What follows belongs to an exercise in optimizing a design on an open flow for small area, a short achievable clock period and few clock cycles; a production flow would make more cautious choices. The RTL was checked by simulation tests, not by an equivalence proof against the original design. No activity file was given, so power comes from the tool's default toggle rates.

==> flow/design.v <==
module openlst_crc16 (
    input  wire [15:0] crc_in,
    input  wire [7:0]  data,
    output reg  [15:0] crc_out
);
    integer k;
    always @(*) begin
        crc_out = crc_in ^ {data, 8'h00};
        for (k = 0; k < 8; k = k + 1) begin
            if (crc_out[15])
                crc_out = {crc_out[14:0], 1'b0} ^ 16'h8005;
            else
                crc_out = {crc_out[14:0], 1'b0};
        end
    end
endmodule
module openlst_rf_rx #(
    parameter [7:0] SUBSYS_RADIO = 8'h01
) (
    input  wire        clk,
    input  wire        rst,
    input  wire [15:0] self_id,
    input  wire        fwd_en,
    input  wire        rx_valid,
    input  wire [7:0]  rx_data,
    output wire        rx_ready,
    output reg         pay_valid,
    output wire [7:0]  pay_data,
    output reg         res_valid,
    output reg  [1:0]  res_status,
    output reg  [1:0]  res_route,
    output wire [7:0]  res_len,
    output wire [15:0] res_dev_id,
    output wire [15:0] res_seq,
    output wire [7:0]  res_subsys,
    output wire [7:0]  res_opcode,
    output wire        res_fbit,
    output reg  [31:0] cnt_good,
    output reg  [31:0] cnt_rej_crc,
    output reg  [31:0] cnt_rej_other
);
    localparam [1:0] ST_GOOD  = 2'd0;
    localparam [1:0] ST_CRC   = 2'd1;
    localparam [1:0] ST_SHORT = 2'd2;
    localparam [1:0] RT_DROP  = 2'd0;
    localparam [1:0] RT_LOCAL = 2'd1;
    localparam [1:0] RT_FWD   = 2'd2;
    reg  [7:0]  rem;         
    reg  [2:0]  hdr;         
    reg  [7:0]  rd;          
    reg         f_first;     
    reg         f_crc;       
    reg         f_good;      
    reg         f_bad;       
    reg         f_short;     
    reg         long_pkt;    
    reg  [15:0] crc;         
    reg         lo_ok;       
    reg         fbit;
    reg  [15:0] seq;
    reg  [7:0]  subsys;
    reg  [7:0]  opcode;
    reg  [15:0] dev_id;
    wire        first = (rem == 8'd0);
    wire        crc_ok = lo_ok && (rx_data == crc[15:8]);
    wire        r_ge5 = (rem[7:3] != 5'd0) || (rem[2:0] >= 3'd5);
    assign rx_ready = 1'b1;
    assign pay_data = rd;
    always @(posedge clk) begin
        rd <= rx_data;
        if (rst) begin
            rem       <= 8'd0;
            pay_valid <= 1'b0;
            f_first   <= 1'b0;
            f_crc     <= 1'b0;
            f_good    <= 1'b0;
            f_bad     <= 1'b0;
            f_short   <= 1'b0;
        end else begin
            pay_valid <= rx_valid && !first && (hdr == 3'd6) && r_ge5;
            f_first   <= rx_valid && first;
            f_crc     <= rx_valid && !first && r_ge5;
            f_short   <= rx_valid && (first ? (rx_data == 8'd0) : (rem == 8'd1) && !long_pkt);
            f_good    <= rx_valid && !first && (rem == 8'd1) && long_pkt && crc_ok;
            f_bad     <= rx_valid && !first && (rem == 8'd1) && long_pkt && !crc_ok;
            if (rx_valid) begin
                if (first) begin
                    rem <= rx_data;
                    long_pkt <= (rx_data >= 8'd9);
                    hdr <= 3'd1;
                end else begin
                    rem <= rem - 8'd1;
                    if (hdr != 3'd6)
                        hdr <= hdr + 3'd1;
                    if (hdr == 3'd1) fbit        <= rx_data[6];
                    if (hdr == 3'd2) seq[7:0]    <= rx_data;
                    if (hdr == 3'd3) seq[15:8]   <= rx_data;
                    if (hdr == 3'd4) subsys      <= rx_data;
                    if (hdr == 3'd5) opcode      <= rx_data;
                    if (rem == 8'd4) dev_id[7:0]  <= rx_data;
                    if (rem == 8'd3) dev_id[15:8] <= rx_data;
                    if (rem == 8'd2) lo_ok        <= (rx_data == crc[7:0]);
                end
            end
        end
    end
    reg  [7:0]  lm3;         
    wire [15:0] crc_step;
    openlst_crc16 u_crc (.crc_in(crc | {16{f_first}}), .data(rd), .crc_out(crc_step));
    wire        f_last = f_good || f_bad || f_short;
    wire        addr_match = (subsys == SUBSYS_RADIO) &&
                             ((dev_id == self_id) || (dev_id == 16'hFFFF));
    assign res_len    = lm3;
    assign res_dev_id = dev_id;
    assign res_seq    = seq;
    assign res_subsys = subsys;
    assign res_opcode = opcode;
    assign res_fbit   = fbit;
    always @(posedge clk) begin
        if (f_first || f_crc)
            crc <= crc_step;
        if (f_first)
            lm3 <= rd - 8'd3;
        if (f_last) begin
            res_status <= {f_short, f_bad};
            res_route  <= addr_match ? RT_LOCAL : (fwd_en ? RT_FWD : RT_DROP);
        end
        if (rst) begin
            res_valid     <= 1'b0;
            cnt_good      <= 32'd0;
            cnt_rej_crc   <= 32'd0;
            cnt_rej_other <= 32'd0;
        end else begin
            res_valid <= f_last;
            if (f_short) cnt_rej_other <= cnt_rej_other + 32'd1;
            if (f_bad)   cnt_rej_crc   <= cnt_rej_crc + 32'd1;
            if (f_good)  cnt_good      <= cnt_good + 32'd1;
        end
    end
endmodule
module openlst_rf_tx (
    input  wire        clk,
    input  wire        rst,
    input  wire        tx_valid,
    input  wire [7:0]  tx_data,
    input  wire        tx_fbit,
    output reg         tx_ready,
    output reg         pkt_valid,
    output reg  [7:0]  pkt_data,
    input  wire        pkt_ready,
    output reg  [31:0] cnt_sent
);
    localparam [3:0] T_M    = 4'd0;    
    localparam [3:0] T_D0   = 4'd1;    
    localparam [3:0] T_D1   = 4'd2;    
    localparam [3:0] T_BODY = 4'd3;    
    localparam [3:0] T_FD0  = 4'd4;    
    localparam [3:0] T_FD1  = 4'd5;    
    localparam [3:0] T_CL   = 4'd6;    
    localparam [3:0] T_CH   = 4'd7;    
    localparam [3:0] T_DROP = 4'd8;    
    reg  [3:0]  state;
    reg         have_m;      
    reg  [7:0]  remain;      
    reg         fbit;
    reg  [15:0] dev_id;
    reg  [15:0] crc;
    reg         c_init;      
    reg         c_step;      
    reg         pkt_last;    
    reg         s_full;      
    reg  [7:0]  s_data;
    reg         s_fbit;
    wire        out_free = !pkt_valid || pkt_ready;
    wire        take     = tx_valid && tx_ready;
    wire        h_valid  = s_full || take;
    wire [7:0]  h_data   = s_full ? s_data : tx_data;
    wire        h_fbit   = s_full ? s_fbit : tx_fbit;
    wire        big      = (remain > 8'd252);
    reg         pop;         
    reg         load;        
    reg  [7:0]  out_byte;
    always @(*) begin
        pop      = 1'b0;
        load     = 1'b0;
        out_byte = h_data;
        case (state)
            T_M, T_DROP: pop = h_valid;
            T_D0: begin
                pop      = h_valid && out_free;
                load     = pop;
                out_byte = remain + 8'd3;
            end
            T_D1: begin
                pop      = h_valid && out_free;
                load     = pop;
                out_byte = {1'b0, fbit, 6'b0};
            end
            T_BODY: begin
                pop      = h_valid && out_free;
                load     = pop;
            end
            T_FD0: begin
                pop      = h_valid && !have_m;
                load     = out_free;
                out_byte = dev_id[7:0];
            end
            T_FD1: begin
                pop      = h_valid && !have_m;
                load     = out_free;
                out_byte = dev_id[15:8];
            end
            T_CL: begin
                pop      = h_valid && !have_m;
                load     = out_free;
                out_byte = crc[7:0];
            end
            default: begin    
                load     = out_free;
                out_byte = crc[15:8];
            end
        endcase
    end
    wire [15:0] crc_step;
    openlst_crc16 u_crc (.crc_in(crc | {16{c_init}}), .data(pkt_data), .crc_out(crc_step));
    always @(posedge clk) begin
        if (c_init || c_step)
            crc <= crc_step;
        c_init <= load && (state == T_D0);
        c_step <= load && (state == T_D1 || state == T_BODY);
        if (load) begin
            pkt_data <= out_byte;
            pkt_last <= (state == T_CH);
        end
        if (!s_full)
            s_data <= tx_data;
        if (!s_full)
            s_fbit <= tx_fbit;
        if (rst) begin
            state     <= T_M;
            have_m    <= 1'b0;
            pkt_valid <= 1'b0;
            s_full    <= 1'b0;
            tx_ready  <= 1'b1;
            cnt_sent  <= 32'd0;
        end else begin
            if (pkt_valid && pkt_ready && pkt_last)
                cnt_sent <= cnt_sent + 32'd1;
            if (load)
                pkt_valid <= 1'b1;
            else if (pkt_ready)
                pkt_valid <= 1'b0;
            s_full   <= h_valid && !pop;
            tx_ready <= !(h_valid && !pop);
            case (state)
                T_M: begin
                    if (pop) begin
                        remain <= h_data;
                        fbit   <= h_fbit;
                        state  <= (h_data > 8'd252) ? T_DROP : T_D0;
                    end
                end
                T_DROP, T_D0, T_D1, T_BODY: begin
                    if (pop) begin
                        remain <= remain - 8'd1;
                        if (state == T_D0) dev_id[7:0]  <= h_data;
                        if (state == T_D1) dev_id[15:8] <= h_data;
                        if (state == T_D0) state <= T_D1;
                        if (state == T_D1) state <= T_BODY;
                        if ((state == T_BODY || state == T_DROP) && remain == 8'd1)
                            state <= (state == T_BODY) ? T_FD0 : T_M;
                    end
                end
                default: begin    
                    if (pop) begin
                        remain <= h_data;
                        fbit   <= h_fbit;
                        have_m <= 1'b1;
                    end
                    if (load) begin
                        case (state)
                            T_FD0: state <= T_FD1;
                            T_FD1: state <= T_CL;
                            T_CL:  state <= T_CH;
                            default: begin
                                have_m <= 1'b0;
                                state  <= !have_m ? T_M : (big ? T_DROP : T_D0);
                            end
                        endcase
                    end
                end
            endcase
        end
    end
endmodule
module openlst_rf_codec (
    input  wire        clk,
    input  wire        rst,
    input  wire [15:0] self_id,
    input  wire        fwd_en,
    input  wire        rx_valid,
    input  wire [7:0]  rx_data,
    output wire        rx_ready,
    output wire        pay_valid,
    output wire [7:0]  pay_data,
    output wire        res_valid,
    output wire [1:0]  res_status,
    output wire [1:0]  res_route,
    output wire [7:0]  res_len,
    output wire [15:0] res_dev_id,
    output wire [15:0] res_seq,
    output wire [7:0]  res_subsys,
    output wire [7:0]  res_opcode,
    output wire        res_fbit,
    input  wire        tx_valid,
    input  wire [7:0]  tx_data,
    input  wire        tx_fbit,
    output wire        tx_ready,
    output wire        pkt_valid,
    output wire [7:0]  pkt_data,
    input  wire        pkt_ready,
    output wire [31:0] cnt_good,
    output wire [31:0] cnt_rej_crc,
    output wire [31:0] cnt_rej_other,
    output wire [31:0] cnt_sent
);
    openlst_rf_rx #(.SUBSYS_RADIO(8'h01)) u_rx (
        .clk(clk), .rst(rst), .self_id(self_id), .fwd_en(fwd_en),
        .rx_valid(rx_valid), .rx_data(rx_data), .rx_ready(rx_ready),
        .pay_valid(pay_valid), .pay_data(pay_data),
        .res_valid(res_valid), .res_status(res_status), .res_route(res_route),
        .res_len(res_len), .res_dev_id(res_dev_id), .res_seq(res_seq),
        .res_subsys(res_subsys), .res_opcode(res_opcode), .res_fbit(res_fbit),
        .cnt_good(cnt_good), .cnt_rej_crc(cnt_rej_crc), .cnt_rej_other(cnt_rej_other)
    );
    openlst_rf_tx u_tx (
        .clk(clk), .rst(rst),
        .tx_valid(tx_valid), .tx_data(tx_data), .tx_fbit(tx_fbit), .tx_ready(tx_ready),
        .pkt_valid(pkt_valid), .pkt_data(pkt_data), .pkt_ready(pkt_ready),
        .cnt_sent(cnt_sent)
    );
endmodule
Settings: LEC_CHECK=0, CAP_MARGIN=20, CORE_MARGIN=2, CORE_UTILIZATION=70, CTS_CLUSTER_DIAMETER=100, CTS_CLUSTER_SIZE=30, PLACE_DENSITY=0.8, SETUP_SLACK_MARGIN=2.8, SLEW_MARGIN=20; clock period 5.0 ns.
standard.sh (not shown) runs the stock make flow with config.mk's settings and CLKGATE_MAP_FILE= SYNTH_SCRIPT=/design/flow/synth_recipe.tcl, a recipe that flattens the netlist after the stock synthesis.
==> flow/flow/run.sh <==
#!/bin/bash
# Standard layout, with the port buffers made from buf_1 cells.
set -euo pipefail
export BUFFER_PORTS_ARGS="-buffer_cell sky130_fd_sc_hd__buf_1"
bash standard.sh > flow_standard.log 2>&1
Testbench counts at the start, summed over its fixed seeds: cycles 102,794.
Edit:
--- a/flow/design.v
+++ b/flow/design.v
@@ -168,9 +168,9 @@
     reg         c_init;      
     reg         c_step;      
     reg         pkt_last;    
-    reg         s_full;      
     reg  [7:0]  s_data;
     reg         s_fbit;
+    wire        s_full   = !tx_ready;
     wire        out_free = !pkt_valid || pkt_ready;
     wire        take     = tx_valid && tx_ready;
     wire        h_valid  = s_full || take;
@@ -240,7 +240,6 @@
             state     <= T_M;
             have_m    <= 1'b0;
             pkt_valid <= 1'b0;
-            s_full    <= 1'b0;
             tx_ready  <= 1'b1;
             cnt_sent  <= 32'd0;
         end else begin
@@ -250,7 +249,6 @@
                 pkt_valid <= 1'b1;
             else if (pkt_ready)
                 pkt_valid <= 1'b0;
-            s_full   <= h_valid && !pop;
             tx_ready <= !(h_valid && !pop);
             case (state)
                 T_M: begin
Outcome: Power grows by 0.62%; register-to-register slack gains 0.05 ns; fmax grows by 1.6%; synthesized area is unchanged; clock-buffer cell count fell by 3; worst setup slack improved by 0.035 ns; core utilization shrinks by 1.2 points; final area goes down by 1.5%; final cell count goes down by 2.0%; synthesized cell count fell by 1.1%; flip-flop and latch count drops by 1.
Testbench counts after the change, summed over its fixed seeds: cycles 102,794.

[what the ideal ports hide]
The flow's constraints put no driver on any port. The routed layouts listed below were extracted and timed again, unchanged, in two steps.
Step 1: set_driving_cell puts a clkbuf_16 on clk and a buf_2 on each other input, an assumption about the parent block.
Step 2, shift: input delay + t, output delay - t, t = (earliest + latest rising clock arrival at the registers) / 2. This alone moves slack from input paths to output paths.
a / b / c = no drivers / after step 1 / after step 2; a / b = the first two.
run	shift t [ns]	setup slack, ns	worst setup path at the end	slew at the worst register clock pin (ns)	pins driven straight from the clock port
the first run	0.532	2.806 / 2.763 / 2.380	input to register	0.11 / 0.11	1
the second run	0.525	2.841 / 2.795 / 2.399	input to register	0.12 / 0.12	1
After both steps setup and hold are still met in every run listed. For the second run, which loses most, drivers alone change the setup slack by -0.046 ns; drivers and shift together by -0.442 ns.
